From an optimization exercise on the open Yosys and OpenROAD flow, aimed at small area, a short achievable clock period and few clock cycles; shortcuts taken in it are not production practice. The RTL was checked by simulation tests, not by an equivalence proof against the original design. Power is estimated from default activity; no workload was simulated.

<file path="flow/run.sh">
#!/bin/bash
# synth_recipe.tcl (not shown) runs the flow's synth.tcl, then flattens the netlist and writes it again
# the make line also repeats each setting of config.mk as NAME=value (left out here)
make -C /OpenROAD-flow-scripts/flow DESIGN_CONFIG=/design/flow/config.mk WORK_HOME=/design/flow/orfs CLKGATE_MAP_FILE= SYNTH_SCRIPT=/design/flow/synth_recipe.tcl finish
</file>
<file path="flow/config.mk">
export PLATFORM = sky130hd
export DESIGN_NAME = sbcore
export DESIGN_NICKNAME = sbcore
export VERILOG_FILES = /design/flow/design.v
export SDC_FILE = /design/flow/constraint.sdc
export NUM_CORES = 4
export LEC_CHECK = 0
export CAP_MARGIN = 20
export CORE_MARGIN = 2
export CORE_UTILIZATION = 40
export PLACE_DENSITY = 0.6
export SLEW_MARGIN = 20
</file>
<file path="flow/constraint.sdc">
create_clock -name core_clock -period 10.0 [get_ports {clk}]
set_input_delay 2.0000 -clock core_clock [delete_from_list [all_inputs] [get_ports {clk}]]
set_output_delay 2.0000 -clock core_clock [all_outputs]
set_load 0.01 [all_outputs]
</file>
<file path="flow/design.v">
module sbcore #(
    parameter [31:0] UART_BASE     = 32'h4000_C000,
    parameter [11:0] UART_DR_OFF   = 12'h000,
    parameter [11:0] UART_FR_OFF   = 12'h018,
    parameter [11:0] UART_IBRD_OFF = 12'h024,
    parameter [11:0] UART_FBRD_OFF = 12'h028,
    parameter [11:0] UART_LCR_OFF  = 12'h02C,
    parameter [11:0] UART_CR_OFF   = 12'h030,
    parameter integer FR_TXFF_BIT  = 5,
    parameter integer FR_RXFE_BIT  = 4
) (
    input  wire        clk,
    input  wire        rst,
    input  wire        host_we,
    input  wire [7:0]  host_addr,
    input  wire [31:0] host_wdata,
    output reg  [31:0] host_rdata,
    output reg         i2c_req,
    output reg  [2:0]  i2c_op,
    output reg  [7:0]  i2c_wdata,
    output reg         i2c_last,
    input  wire        i2c_ack,
    input  wire        i2c_nack,
    input  wire [7:0]  i2c_rdata,
    output reg         spi_req,
    output reg  [1:0]  spi_op,
    output reg  [7:0]  spi_wdata,
    input  wire        spi_ack,
    input  wire [7:0]  spi_rdata,
    output reg         uart_req,
    output reg         uart_we,
    output reg  [31:0] uart_addr,
    output reg  [31:0] uart_wdata,
    input  wire        uart_ack,
    input  wire [31:0] uart_rdata
);
    localparam [4:0] OP_NOP       = 5'h00,
                     OP_BAUD_CALC = 5'h01,
                     OP_UART_INIT = 5'h02,
                     OP_UART_WR   = 5'h03,
                     OP_UART_RD   = 5'h04,
                     OP_I2C_WR    = 5'h05,
                     OP_I2C_RD    = 5'h06,
                     OP_SPI_WR    = 5'h07,
                     OP_SPI_RD    = 5'h08,
                     OP_SPI_CMD   = 5'h09,
                     OP_SPI_CMDR  = 5'h0A,
                     OP_ASM16     = 5'h0B,
                     OP_ASM_SMP   = 5'h0C,
                     OP_POLL_INIT = 5'h0D,
                     OP_POLL_STEP = 5'h0E,
                     OP_POLL_RUN  = 5'h0F;
    localparam [3:0] R_OK = 4'd0, R_TIMEOUT = 4'd1, R_INV_LEN = 4'd2,
                     R_BUS_FAULT = 4'd3, R_INV_CFG = 4'd4, R_ILLEGAL = 4'd5;
    localparam [2:0] P_IDLE = 3'd0, P_EVAL = 3'd1, P_READY = 3'd2,
                     P_RETRY = 3'd3, P_TIMEOUT = 3'd4, P_FAULT = 3'd5;
    localparam [2:0] I2C_START = 3'd0, I2C_RSTART = 3'd1, I2C_WRITE = 3'd2,
                     I2C_READ = 3'd3, I2C_STOP = 3'd4;
    localparam [1:0] SPI_CSA = 2'd0, SPI_XFER = 2'd1, SPI_CSD = 2'd2;
    localparam [4:0] S_IDLE     = 5'd0,
                     S_DECODE   = 5'd1,
                     S_COMPLETE = 5'd2,
                     S_DIV      = 5'd3,
                     S_DIV_END  = 5'd4,
                     S_U_IBRD   = 5'd5,
                     S_U_FBRD   = 5'd6,
                     S_U_LCR    = 5'd7,
                     S_U_CR     = 5'd8,
                     S_U_FR     = 5'd9,
                     S_U_DR_WR  = 5'd10,
                     S_U_DR_RD  = 5'd11,
                     S_I_START  = 5'd12,
                     S_I_AW     = 5'd13,
                     S_I_REG    = 5'd14,
                     S_I_DATA   = 5'd15,
                     S_I_RSTART = 5'd16,
                     S_I_AR     = 5'd17,
                     S_I_READ   = 5'd18,
                     S_I_STOP   = 5'd19,
                     S_S_CSA    = 5'd20,
                     S_S_INSTR  = 5'd21,
                     S_S_ADDRH  = 5'd22,
                     S_S_ADDRL  = 5'd23,
                     S_S_WDATA  = 5'd24,
                     S_S_RDATA  = 5'd25,
                     S_S_CSD    = 5'd26,
                     S_TXN_END  = 5'd27,
                     S_P_TRANS  = 5'd28;
    function legal;
        input [31:0] w;
        begin
            case (w[4:0])
                OP_NOP, OP_BAUD_CALC, OP_UART_INIT, OP_ASM_SMP,
                OP_POLL_INIT, OP_POLL_STEP, OP_POLL_RUN:
                    legal = (w[31:5] == 27'd0);
                OP_UART_WR:
                    legal = (w[7:5] == 3'd0) && (w[15:8] == 8'd0) && (w[31:24] == 8'd0);
                OP_UART_RD:
                    legal = (w[7:5] == 3'd0) && (w[23:8] == 16'd0) && (w[31:29] == 3'd0);
                OP_I2C_WR, OP_SPI_WR:
                    legal = (w[7:5] == 3'd0) && (w[31:24] == 8'd0);
                OP_I2C_RD, OP_SPI_RD, OP_SPI_CMDR:
                    legal = (w[7:5] == 3'd0) && (w[23:16] == 8'd0) && (w[31:29] == 3'd0);
                OP_SPI_CMD, OP_ASM16:
                    legal = (w[7:5] == 3'd0) && (w[31:16] == 16'd0);
                default:
                    legal = 1'b0;
            endcase
        end
    endfunction
    reg [31:0] cur;
    reg        busy, done, reject, cs, held;
    reg [3:0]  result;
    reg [6:0]  i2c_dev;
    reg [15:0] maddr;
    reg [31:0] clk_hz, baud;
    reg [15:0] ibrd;
    reg [5:0]  fbrd;
    reg [31:0] uart_lcr, uart_cr;
    reg [31:0] poll_cfg, poll_txn;
    reg [7:0]  p_last;
    reg [2:0]  p_state;
    reg [15:0] p_attempts;
    reg [15:0] asmv;
    reg [15:0] ch0, ch1, ch2, ch3, ch4, ch5;
    reg [7:0]  rxbuf [0:15];
    reg [4:0]  state;
    reg [4:0]  x_op;        
    reg [7:0]  x_a8;
    reg [4:0]  x_len;
    reg [4:0]  idx;         
    reg        in_poll;     
    reg        poll_run;    
    reg        fault;       
    reg [3:0]  code;        
    reg [35:0] d_num;       
    reg [33:0] d_rem;
    reg [35:0] d_quo;
    reg [5:0]  d_cnt;
    wire [4:0]  c_op  = cur[4:0];
    wire [7:0]  c_a8  = cur[15:8];
    wire [7:0]  c_d8  = cur[23:16];
    wire [4:0]  c_len = cur[28:24];
    wire [7:0]  p_mask  = poll_cfg[7:0];
    wire [7:0]  p_match = poll_cfg[15:8];
    wire [15:0] p_max   = poll_cfg[31:16];
    wire [4:0]  t_op  = poll_txn[4:0];
    wire        txn_ok = legal(poll_txn) && (poll_txn[28:24] == 5'd1) &&
                         ((t_op == OP_SPI_RD) || (t_op == OP_SPI_CMDR) ||
                          (t_op == OP_UART_RD) ||
                          ((t_op == OP_I2C_RD) && (i2c_dev != 7'd0)));
    wire        len_bad = (c_len == 5'd0) || (c_len > 5'd16);
    wire        p_terminal = (p_state == P_READY) || (p_state == P_TIMEOUT) ||
                             (p_state == P_FAULT);
    wire        p_ready_now = ((p_last & p_mask) == p_match);
    wire [7:0]  addr_w = {i2c_dev, 1'b0};
    wire [7:0]  addr_r = {i2c_dev, 1'b1};
    wire [33:0] d_shift = {d_rem[32:0], d_num[35]};
    wire [34:0] d_diff  = {1'b0, d_shift} - {1'b0, baud, 1'b0};
    wire        d_ge    = ~d_diff[34];
    wire        div_ok = (d_quo >= 36'd64) && (d_quo <= 36'd4194240);
    function [3:0] code_of;
        input [2:0] s;
        begin
            case (s)
                P_TIMEOUT: code_of = R_TIMEOUT;
                P_FAULT:   code_of = R_BUS_FAULT;
                default:   code_of = R_OK;
            endcase
        end
    endfunction
    function [4:0] txn_first;
        input [4:0] op;
        begin
            case (op)
                OP_UART_WR, OP_UART_RD:           txn_first = S_U_FR;
                OP_I2C_WR, OP_I2C_RD:             txn_first = S_I_START;
                default:                          txn_first = S_S_CSA;
            endcase
        end
    endfunction
    always @(*) begin
        case (host_addr[7:2])
            6'h00: host_rdata = cur;
            6'h01: host_rdata = {20'd0, result, 3'd0, held, cs, reject, done, busy};
            6'h02: host_rdata = {25'd0, i2c_dev};
            6'h03: host_rdata = {16'd0, maddr};
            6'h04: host_rdata = clk_hz;
            6'h05: host_rdata = baud;
            6'h06: host_rdata = {10'd0, fbrd, ibrd};
            6'h07: host_rdata = uart_lcr;
            6'h08: host_rdata = uart_cr;
            6'h09: host_rdata = poll_cfg;
            6'h0A: host_rdata = poll_txn;
            6'h0B: host_rdata = {p_attempts, 5'd0, p_state, p_last};
            6'h0C: host_rdata = {{16{asmv[15]}}, asmv};
            6'h0D: host_rdata = {ch1, ch0};
            6'h0E: host_rdata = {ch3, ch2};
            6'h0F: host_rdata = {ch5, ch4};
            6'h10: host_rdata = {rxbuf[3],  rxbuf[2],  rxbuf[1],  rxbuf[0]};
            6'h11: host_rdata = {rxbuf[7],  rxbuf[6],  rxbuf[5],  rxbuf[4]};
            6'h12: host_rdata = {rxbuf[11], rxbuf[10], rxbuf[9],  rxbuf[8]};
            6'h13: host_rdata = {rxbuf[15], rxbuf[14], rxbuf[13], rxbuf[12]};
            default: host_rdata = 32'd0;
        endcase
    end
    always @(*) begin
        i2c_req = 1'b0; i2c_op = I2C_START; i2c_wdata = 8'd0; i2c_last = 1'b0;
        spi_req = 1'b0; spi_op = SPI_CSA; spi_wdata = 8'd0;
        uart_req = 1'b0; uart_we = 1'b0; uart_addr = 32'd0; uart_wdata = 32'd0;
        case (state)
            S_U_IBRD: begin
                uart_req = 1'b1; uart_we = 1'b1;
                uart_addr = UART_BASE + {20'd0, UART_IBRD_OFF};
                uart_wdata = {16'd0, ibrd};
            end
            S_U_FBRD: begin
                uart_req = 1'b1; uart_we = 1'b1;
                uart_addr = UART_BASE + {20'd0, UART_FBRD_OFF};
                uart_wdata = {26'd0, fbrd};
            end
            S_U_LCR: begin
                uart_req = 1'b1; uart_we = 1'b1;
                uart_addr = UART_BASE + {20'd0, UART_LCR_OFF};
                uart_wdata = uart_lcr;
            end
            S_U_CR: begin
                uart_req = 1'b1; uart_we = 1'b1;
                uart_addr = UART_BASE + {20'd0, UART_CR_OFF};
                uart_wdata = uart_cr;
            end
            S_U_FR: begin
                uart_req = 1'b1;
                uart_addr = UART_BASE + {20'd0, UART_FR_OFF};
            end
            S_U_DR_WR: begin
                uart_req = 1'b1; uart_we = 1'b1;
                uart_addr = UART_BASE + {20'd0, UART_DR_OFF};
                uart_wdata = {24'd0, c_d8};
            end
            S_U_DR_RD: begin
                uart_req = 1'b1;
                uart_addr = UART_BASE + {20'd0, UART_DR_OFF};
            end
            S_I_START:  begin i2c_req = 1'b1; i2c_op = I2C_START; end
            S_I_AW:     begin i2c_req = 1'b1; i2c_op = I2C_WRITE; i2c_wdata = addr_w; end
            S_I_REG:    begin i2c_req = 1'b1; i2c_op = I2C_WRITE; i2c_wdata = x_a8; end
            S_I_DATA:   begin i2c_req = 1'b1; i2c_op = I2C_WRITE; i2c_wdata = c_d8; end
            S_I_RSTART: begin i2c_req = 1'b1; i2c_op = I2C_RSTART; end
            S_I_AR:     begin i2c_req = 1'b1; i2c_op = I2C_WRITE; i2c_wdata = addr_r; end
            S_I_READ: begin
                i2c_req = 1'b1; i2c_op = I2C_READ;
                i2c_last = ({1'b0, idx} + 6'd1 == {1'b0, x_len});
            end
            S_I_STOP:   begin i2c_req = 1'b1; i2c_op = I2C_STOP; end
            S_S_CSA:    begin spi_req = 1'b1; spi_op = SPI_CSA; end
            S_S_INSTR:  begin spi_req = 1'b1; spi_op = SPI_XFER; spi_wdata = x_a8; end
            S_S_ADDRH:  begin spi_req = 1'b1; spi_op = SPI_XFER; spi_wdata = maddr[15:8]; end
            S_S_ADDRL:  begin spi_req = 1'b1; spi_op = SPI_XFER; spi_wdata = maddr[7:0]; end
            S_S_WDATA:  begin spi_req = 1'b1; spi_op = SPI_XFER; spi_wdata = c_d8; end
            S_S_RDATA:  begin spi_req = 1'b1; spi_op = SPI_XFER; spi_wdata = 8'h00; end
            S_S_CSD:    begin spi_req = 1'b1; spi_op = SPI_CSD; end
            default: ;
        endcase
    end
    integer i;
    always @(posedge clk) begin
        if (rst) begin
            cur <= 32'd0;
            busy <= 1'b0; done <= 1'b0; reject <= 1'b0; cs <= 1'b0; held <= 1'b0;
            result <= R_OK;
            i2c_dev <= 7'd0; maddr <= 16'd0; clk_hz <= 32'd0; baud <= 32'd0;
            ibrd <= 16'd0; fbrd <= 6'd0; uart_lcr <= 32'd0; uart_cr <= 32'd0;
            poll_cfg <= 32'd0; poll_txn <= 32'd0;
            p_last <= 8'd0; p_state <= P_IDLE; p_attempts <= 16'd0;
            asmv <= 16'd0;
            ch0 <= 16'd0; ch1 <= 16'd0; ch2 <= 16'd0;
            ch3 <= 16'd0; ch4 <= 16'd0; ch5 <= 16'd0;
            for (i = 0; i < 16; i = i + 1) rxbuf[i] <= 8'd0;
            state <= S_IDLE;
            x_op <= 5'd0; x_a8 <= 8'd0; x_len <= 5'd0; idx <= 5'd0;
            in_poll <= 1'b0; poll_run <= 1'b0; fault <= 1'b0; code <= R_OK;
            d_num <= 36'd0; d_rem <= 34'd0; d_quo <= 36'd0; d_cnt <= 6'd0;
        end else begin
            if (host_we) begin
                case (host_addr[7:2])
                    6'h00: begin
                        if (!busy) begin
                            cur <= host_wdata;
                            busy <= 1'b1;
                            done <= 1'b0;
                            reject <= 1'b0;
                        end else begin
                            reject <= 1'b1;
                        end
                    end
                    6'h02, 6'h03, 6'h04, 6'h05, 6'h07, 6'h08, 6'h09, 6'h0A: begin
                        if (busy) begin
                            reject <= 1'b1;
                        end else begin
                            case (host_addr[7:2])
                                6'h02: i2c_dev  <= host_wdata[6:0];
                                6'h03: maddr    <= host_wdata[15:0];
                                6'h04: clk_hz   <= host_wdata;
                                6'h05: baud     <= host_wdata;
                                6'h07: uart_lcr <= host_wdata;
                                6'h08: uart_cr  <= host_wdata;
                                6'h09: poll_cfg <= host_wdata;
                                default: poll_txn <= host_wdata;
                            endcase
                        end
                    end
                    default: ;
                endcase
            end
            case (state)
                S_IDLE: begin
                    if (host_we && host_addr[7:2] == 6'h00 && !busy)
                        state <= S_DECODE;
                end
                S_DECODE: begin
                    in_poll <= 1'b0;
                    fault <= 1'b0;
                    idx <= 5'd0;
                    x_op <= c_op;
                    x_a8 <= c_a8;
                    x_len <= c_len;
                    if (!legal(cur)) begin
                        code <= R_ILLEGAL;
                        state <= S_COMPLETE;
                    end else begin
                        case (c_op)
                            OP_NOP: begin
                                code <= R_OK;
                                state <= S_COMPLETE;
                            end
                            OP_BAUD_CALC, OP_UART_INIT: begin
                                if (baud == 32'd0) begin
                                    code <= R_INV_CFG;
                                    state <= S_COMPLETE;
                                end else begin
                                    d_num <= {1'b0, clk_hz, 3'b000} + {4'd0, baud};
                                    d_rem <= 34'd0;
                                    d_quo <= 36'd0;
                                    d_cnt <= 6'd0;
                                    state <= S_DIV;
                                end
                            end
                            OP_UART_WR: begin
                                state <= S_U_FR;
                            end
                            OP_UART_RD, OP_SPI_RD, OP_SPI_CMDR: begin
                                if (len_bad) begin
                                    code <= R_INV_LEN;
                                    state <= S_COMPLETE;
                                end else begin
                                    state <= txn_first(c_op);
                                end
                            end
                            OP_I2C_WR: begin
                                if (i2c_dev == 7'd0) begin
                                    code <= R_INV_CFG;
                                    state <= S_COMPLETE;
                                end else begin
                                    state <= S_I_START;
                                end
                            end
                            OP_I2C_RD: begin
                                if (i2c_dev == 7'd0) begin
                                    code <= R_INV_CFG;
                                    state <= S_COMPLETE;
                                end else if (len_bad) begin
                                    code <= R_INV_LEN;
                                    state <= S_COMPLETE;
                                end else begin
                                    state <= S_I_START;
                                end
                            end
                            OP_SPI_WR, OP_SPI_CMD: begin
                                state <= S_S_CSA;
                            end
                            OP_ASM16: begin
                                if (c_a8 > 8'd14) begin
                                    code <= R_INV_LEN;
                                end else begin
                                    asmv <= {rxbuf[c_a8[3:0]], rxbuf[c_a8[3:0] + 4'd1]};
                                    code <= R_OK;
                                end
                                state <= S_COMPLETE;
                            end
                            OP_ASM_SMP: begin
                                ch0 <= {rxbuf[0],  rxbuf[1]};
                                ch1 <= {rxbuf[2],  rxbuf[3]};
                                ch2 <= {rxbuf[4],  rxbuf[5]};
                                ch3 <= {rxbuf[8],  rxbuf[9]};
                                ch4 <= {rxbuf[10], rxbuf[11]};
                                ch5 <= {rxbuf[12], rxbuf[13]};
                                code <= R_OK;
                                state <= S_COMPLETE;
                            end
                            OP_POLL_INIT: begin
                                if (!txn_ok) begin
                                    code <= R_INV_CFG;
                                end else begin
                                    p_state <= P_IDLE;
                                    p_attempts <= 16'd0;
                                    p_last <= 8'd0;
                                    code <= R_OK;
                                end
                                state <= S_COMPLETE;
                            end
                            OP_POLL_STEP: begin
                                poll_run <= 1'b0;
                                if (p_terminal) begin
                                    code <= code_of(p_state);
                                    state <= S_COMPLETE;
                                end else if (p_state == P_IDLE && p_attempts < p_max && !txn_ok) begin
                                    code <= R_INV_CFG;
                                    state <= S_COMPLETE;
                                end else begin
                                    state <= S_P_TRANS;
                                end
                            end
                            default: begin  
                                poll_run <= 1'b1;
                                if (!txn_ok) begin
                                    code <= R_INV_CFG;
                                    state <= S_COMPLETE;
                                end else begin
                                    p_state <= P_IDLE;
                                    p_attempts <= 16'd0;
                                    p_last <= 8'd0;
                                    state <= S_P_TRANS;
                                end
                            end
                        endcase
                    end
                end
                S_DIV: begin
                    d_num <= {d_num[34:0], 1'b0};
                    if (d_ge) begin
                        d_rem <= d_diff[33:0];
                        d_quo <= {d_quo[34:0], 1'b1};
                    end else begin
                        d_rem <= d_shift;
                        d_quo <= {d_quo[34:0], 1'b0};
                    end
                    d_cnt <= d_cnt + 6'd1;
                    if (d_cnt == 6'd35)
                        state <= S_DIV_END;
                end
                S_DIV_END: begin
                    if (!div_ok) begin
                        code <= R_INV_CFG;
                        state <= S_COMPLETE;
                    end else begin
                        ibrd <= d_quo[21:6];
                        fbrd <= d_quo[5:0];
                        if (x_op == OP_UART_INIT) begin
                            state <= S_U_IBRD;
                        end else begin
                            code <= R_OK;
                            state <= S_COMPLETE;
                        end
                    end
                end
                S_U_IBRD: if (uart_ack) state <= S_U_FBRD;
                S_U_FBRD: if (uart_ack) state <= S_U_LCR;
                S_U_LCR:  if (uart_ack) state <= S_U_CR;
                S_U_CR: begin
                    if (uart_ack) begin
                        code <= R_OK;
                        state <= S_COMPLETE;
                    end
                end
                S_U_FR: begin
                    if (uart_ack) begin
                        if (x_op == OP_UART_WR) begin
                            if (!uart_rdata[FR_TXFF_BIT])
                                state <= S_U_DR_WR;
                        end else begin
                            if (!uart_rdata[FR_RXFE_BIT])
                                state <= S_U_DR_RD;
                        end
                    end
                end
                S_U_DR_WR: begin
                    if (uart_ack) begin
                        code <= R_OK;
                        state <= S_COMPLETE;
                    end
                end
                S_U_DR_RD: begin
                    if (uart_ack) begin
                        rxbuf[idx[3:0]] <= uart_rdata[7:0];
                        idx <= idx + 5'd1;
                        if (idx + 5'd1 == x_len)
                            state <= S_TXN_END;
                        else
                            state <= S_U_FR;
                    end
                end
                S_I_START: begin
                    if (i2c_ack) begin
                        held <= 1'b1;
                        state <= S_I_AW;
                    end
                end
                S_I_AW: begin
                    if (i2c_ack) begin
                        if (i2c_nack) begin
                            fault <= 1'b1;
                            state <= S_I_STOP;
                        end else begin
                            state <= S_I_REG;
                        end
                    end
                end
                S_I_REG: begin
                    if (i2c_ack) begin
                        if (i2c_nack) begin
                            fault <= 1'b1;
                            state <= S_I_STOP;
                        end else if (x_op == OP_I2C_WR) begin
                            state <= S_I_DATA;
                        end else begin
                            state <= S_I_RSTART;
                        end
                    end
                end
                S_I_DATA: begin
                    if (i2c_ack) begin
                        if (i2c_nack)
                            fault <= 1'b1;
                        state <= S_I_STOP;
                    end
                end
                S_I_RSTART: if (i2c_ack) state <= S_I_AR;
                S_I_AR: begin
                    if (i2c_ack) begin
                        if (i2c_nack) begin
                            fault <= 1'b1;
                            state <= S_I_STOP;
                        end else begin
                            state <= S_I_READ;
                        end
                    end
                end
                S_I_READ: begin
                    if (i2c_ack) begin
                        rxbuf[idx[3:0]] <= i2c_rdata;
                        idx <= idx + 5'd1;
                        if (idx + 5'd1 == x_len)
                            state <= S_I_STOP;
                    end
                end
                S_I_STOP: begin
                    if (i2c_ack) begin
                        held <= 1'b0;
                        state <= S_TXN_END;
                    end
                end
                S_S_CSA: begin
                    if (spi_ack) begin
                        cs <= 1'b1;
                        state <= S_S_INSTR;
                    end
                end
                S_S_INSTR: begin
                    if (spi_ack) begin
                        case (x_op)
                            OP_SPI_WR, OP_SPI_RD: state <= S_S_ADDRH;
                            OP_SPI_CMDR:          state <= S_S_RDATA;
                            default:              state <= S_S_CSD;
                        endcase
                    end
                end
                S_S_ADDRH: if (spi_ack) state <= S_S_ADDRL;
                S_S_ADDRL: begin
                    if (spi_ack) begin
                        if (x_op == OP_SPI_WR)
                            state <= S_S_WDATA;
                        else
                            state <= S_S_RDATA;
                    end
                end
                S_S_WDATA: if (spi_ack) state <= S_S_CSD;
                S_S_RDATA: begin
                    if (spi_ack) begin
                        rxbuf[idx[3:0]] <= spi_rdata;
                        idx <= idx + 5'd1;
                        if (idx + 5'd1 == x_len)
                            state <= S_S_CSD;
                    end
                end
                S_S_CSD: begin
                    if (spi_ack) begin
                        cs <= 1'b0;
                        state <= S_TXN_END;
                    end
                end
                S_TXN_END: begin
                    if (!in_poll) begin
                        code <= fault ? R_BUS_FAULT : R_OK;
                        state <= S_COMPLETE;
                    end else begin
                        in_poll <= 1'b0;
                        p_attempts <= p_attempts + 16'd1;
                        if (fault) begin
                            p_state <= P_FAULT;
                            code <= R_BUS_FAULT;
                            state <= S_COMPLETE;
                        end else begin
                            p_last <= rxbuf[0];
                            p_state <= P_EVAL;
                            if (poll_run) begin
                                state <= S_P_TRANS;
                            end else begin
                                code <= R_OK;
                                state <= S_COMPLETE;
                            end
                        end
                    end
                end
                S_P_TRANS: begin
                    case (p_state)
                        P_IDLE: begin
                            if (p_attempts >= p_max) begin
                                p_state <= P_TIMEOUT;
                                code <= R_TIMEOUT;
                                state <= S_COMPLETE;
                            end else begin
                                in_poll <= 1'b1;
                                fault <= 1'b0;
                                idx <= 5'd0;
                                x_op <= poll_txn[4:0];
                                x_a8 <= poll_txn[15:8];
                                x_len <= 5'd1;
                                state <= txn_first(poll_txn[4:0]);
                            end
                        end
                        P_EVAL: begin
                            if (p_ready_now) begin
                                p_state <= P_READY;
                                code <= R_OK;
                                state <= S_COMPLETE;
                            end else if (p_attempts >= p_max) begin
                                p_state <= P_TIMEOUT;
                                code <= R_TIMEOUT;
                                state <= S_COMPLETE;
                            end else begin
                                p_state <= P_RETRY;
                                if (!poll_run) begin
                                    code <= R_OK;
                                    state <= S_COMPLETE;
                                end
                            end
                        end
                        P_RETRY: begin
                            p_state <= P_IDLE;
                            if (!poll_run) begin
                                code <= R_OK;
                                state <= S_COMPLETE;
                            end
                        end
                        default: begin
                            code <= code_of(p_state);
                            state <= S_COMPLETE;
                        end
                    endcase
                end
                S_COMPLETE: begin
                    result <= code;
                    busy <= 1'b0;
                    done <= 1'b1;
                    state <= S_IDLE;
                end
                default: state <= S_IDLE;
            endcase
        end
    end
endmodule
</file>
==> qor.csv <==
metric,value,unit
mean_cell_area_of_the_mapped_netlist,8.28,sq um
synth_edf_count,128,
slew_headroom,0.0885,
number_of_global_route_vias_before_repair,32754,
setup_violations,0,
grt_usage,0.351,
peakVddDrop,0.123,mV
clkTransAtPathRegs,60,ps
worst_hold_start,ch2[13],
finish.cell_count_without_fillers,5791,
initial_antenna_violation_count,5,
r2r_start,state[4],
synth-compound-area-share,0.209,
top_signal_layer_used,met5,
post_cts.repair.setup_buffers,0,
worst_clock_skew,39.6,ps
total_leakage_power,14.6,nW
drt_iter0_drc,6365,
yosysSeqAreaShare,0.406,
internal-power,4.84,mW
finalWeightedCongestion,1.01,
grt_setup_unrepaired,false,
gate_count_post_synth,4491,
critical_path.max_fanout,9,
final-hold-violation-count,0,
worst_setup_path_end_kind,output port,
power_switching,1.76,mW
cap_viol_max_count,0,
fp.dieW,309,um
multiplexer_area_fraction_after_synthesis,0.0767,
synth_seq_cells,691,
post-route-period-util,0.839,
gr-total-overflow,0,
row_count,111,
crit_top_cell,clkdlybuf4s50_1,
synth_ff_type,dfxtp_1,
pin_count,217,
drive_above_1_share,0.0790,
portBuffers,165,
largest_net_degree_at_the_start_of_global_routing,194,
p_sw_frac,0.267,
avgViaCountPerCell,6.37,
crit_buf_inv,3,
count_of_pins_over_their_slew_limit,0,
worst_hold_path_type,flop to flop,
dieHeight,309,um
worstPathCellList,clkdlybuf4s50_1 > or2_2 > nor3b_1 > buf_4 > nand2b_1 > nor2_1 > a222oi_1 > and3_1 > nand4_1 > clkdlybuf4s50_1,
post_synth_and_or_nand_nor_area_fraction,0.207,
worst_skew_pair.late_latency,670,ps
detail_route.wl_per_cell,29.7,um
dpl.cell_count,5647,
cp_data_required_time,8000,ps
path_delay_family,simple AND/OR/NAND/NOR gates,
cellPowerDensity,155,nW/um^2
arrival_time_reported_for_the_critical_path_endpoint,6390,ps
max-clock-path-buffers,3,
timing.fmax,119,MHz
sequential_fraction_of_design_power,0.454,
largest_family_of_logic_cells_by_synthesized_area,compound AO/OA/AOI/OAI gates,
cts-root-buf,clkbuf_16,
antenna_left,0,
critical-path-max-stage-delay,930,ps
met2_length,71.0,mm
htreeDepth,3,
fin_tns_setup,0,ps
cp_slowest_cell,nor2_1,
startpoint_type,input pin,
cts_hold_buffers,0,
max_slew.worst_pin.slew,1350,ps
hold-path-cell-count,2,
routed_wirelength,172,mm
syn-cell-area,37200,sq um
fin_nets,4670,
numCtsBuffers,81,
setup.reg_to_reg.worst_slack,5460,ps
area.growth.synth_to_final,14.0,%
cts_sinks,691,
whs_endpoint,ch2[13],
tritoncts_clock_tree,built,
die_area,95500,sq um
post_synth_fa_ha_maj_area_fraction,0.0300,
hpwlAfterDp,126,mm
pwr-share-comb,0.087,
min_period,8390,ps
cts_repair_resize_count,0,
yosys.cell_types.count,90,
regToRegEndpoint,rxbuf[5][6],
yosysWarnings,1,
ff2ff_path_depth,8,
wl_met1,66.9,mm
grt_pass1_wl,241,mm
post-route-drc-count,0,
route.vias.total,36886,
synth-xor-area-share,0.0207,
met3RoutedLength,21.0,mm
core_area,91900,sq um
clk_network_pwr_share,0.459,
worst_hold_slack,450,ps
status,"complete, no violations",
worstSetupPathType,input pin to output port,
dr.pass1.iters,10,
synth-async-reset-ratio,0,
initial_core_util,0.405,
[power groups by stage]
stage / Sequential, mW / Clock [mW] / Combinational [mW]
floorplan: 2.98 / 0 / 0.370
global placement: 3.04 / 0 / 0.557
detailed placement: 3.04 / 0 / 0.559
CTS: 2.98 / 3.04 / 0.561
global route: 2.99 / 3.16 / 0.611
finish: 2.99 / 3.03 / 0.576
[state kept, by name, indices dropped and copies added, names as in the netlist, 32 cells and up]
register and count:
rxbuf 128, d_num 36, d_quo 36, d_rem 33, baud 32, clk_hz 32, cur 32, poll_cfg 32
poll_txn 32, uart_cr 32, uart_lcr 32
[Yosys cell counts (43+ instances only)]
master / number / area [sq um]
a21oi_1: 531 / 2660
o21ai_0: 109 / 546
nor3_1: 47 / 235
ha_1: 86 / 1080
edfxtp_1: 128 / 3840
clkbuf_1: 271 / 1020
nand4_1: 44 / 275
inv_1: 85 / 319
mux2i_1: 95 / 951
dfxtp_1: 563 / 11300
a22oi_1: 148 / 1110
a211oi_1: 43 / 323
xnor2_1: 56 / 490
nand2_1: 966 / 3630
a22o_1: 69 / 604
nand3_1: 133 / 666
mux4_2: 81 / 1820
nor2_1: 398 / 1490
[per-stage QoR]
step	cell area (sq um)	total power [mW]	utilization	setup WS (ps)
final	42400	6.60	0.461	1610
after global routing	42400	6.76	0.461	1600
after CTS	42400	6.59	0.461	1880
after detailed placement	39800	3.60	0.432	1910
after global placement	39800	3.60	0.432	1880
after floorplan	37300	3.35	-	3930
[cells in the final DEF (no fill, tap or decap), drive strengths merged, types with 39 or more instances in the layout]
master / synthesis / layout
a211oi: 43 / 43
a21oi: 532 / 532
a221oi: 42 / 42
a222oi: 39 / 39
a22o: 69 / 69
a22oi: 148 / 148
buf: 92 / 91
clkbuf: 273 / 115
clkdlybuf4s50: 0 / 163
dfxtp: 563 / 563
edfxtp: 128 / 128
ha: 86 / 86
inv: 85 / 88
mux2i: 95 / 95
mux4: 81 / 81
nand2: 968 / 968
nand3: 133 / 133
nand4: 44 / 44
nor2: 400 / 400
nor3: 50 / 50
nor4: 42 / 42
o21ai: 115 / 115
xnor2: 56 / 56
[how the worst max path moves through the flow]
stage / from / end / slack [ps] / cells past startpoint
detailed placement: host_addr[4] / host_rdata[8] / 1910 / 10
finish: host_addr[4] / host_rdata[8] / 1610 / 10
global placement: host_addr[4] / host_rdata[8] / 1880 / 10
CTS: host_addr[4] / host_rdata[8] / 1880 / 10
global route: host_addr[4] / host_rdata[8] / 1600 / 10
floorplan: host_addr[5] / host_rdata[9] / 3930 / 10
[area by class of cell]
class                   count  area [sq um]
fillers                  9151         49500
multi-input cells        3371         20400
flip-flops and latches    691         15100
repair buffers            254          2340
clock buffers             115          2310
well taps                1243          1560
clock inverters            28           338
inverters                  88           330
diodes                      1          2.50
[layer usage]
layer	vias up	global-route usage
met1	17788	0.475
li1	16113	-
met4	6	0.226
met2	2485	0.500
met5	-	0
met3	494	0.0812
[logic make-up after synthesis]
logic type,count (synthesis)
xor gates and xnor gates,88
muxes,183
other,1
adders and majority gates,88
buffers and inverters,453
AOI/OAI and AO/OA,1203
and+or+nand+nor,1784
DFF,691
[tightest hold or removal path, stage by stage (launching register included)]
cell     delay (ps)
dfxtp_1         310
nand2_1          50
a21oi_1          50
Testbench counts, summed over its fixed seeds: cycles 15,664.

-- static timing again, ports no longer ideal --
In the flow no input, the clock included, has a driving cell. The finished layout below was timed again as built, in two steps.
Step 1 (the two cells are an assumption about what drives the block):
set clk [get_ports {clk}]
set_driving_cell -lib_cell sky130_fd_sc_hd__clkbuf_16 $clk
set_driving_cell -lib_cell sky130_fd_sc_hd__buf_2 [delete_from_list [all_inputs] $clk]
Step 2 times the ports against the registers' clock, not the clock port: input delays grow and output delays shrink by t, the midpoint of the rising clock arrivals with the driver on.
Three values: no drivers, after step 1, after step 2; two values: the first two.
t, ns: 0.720
setup WS [ns]: 1.611 / 1.584 / 1.584
worst hold slack (ns): 0.450 / 0.450 / 0.450
After both steps setup and hold are still met in this run. For this run, drivers alone change the setup slack by -0.027 ns; drivers and shift together by -0.027 ns.
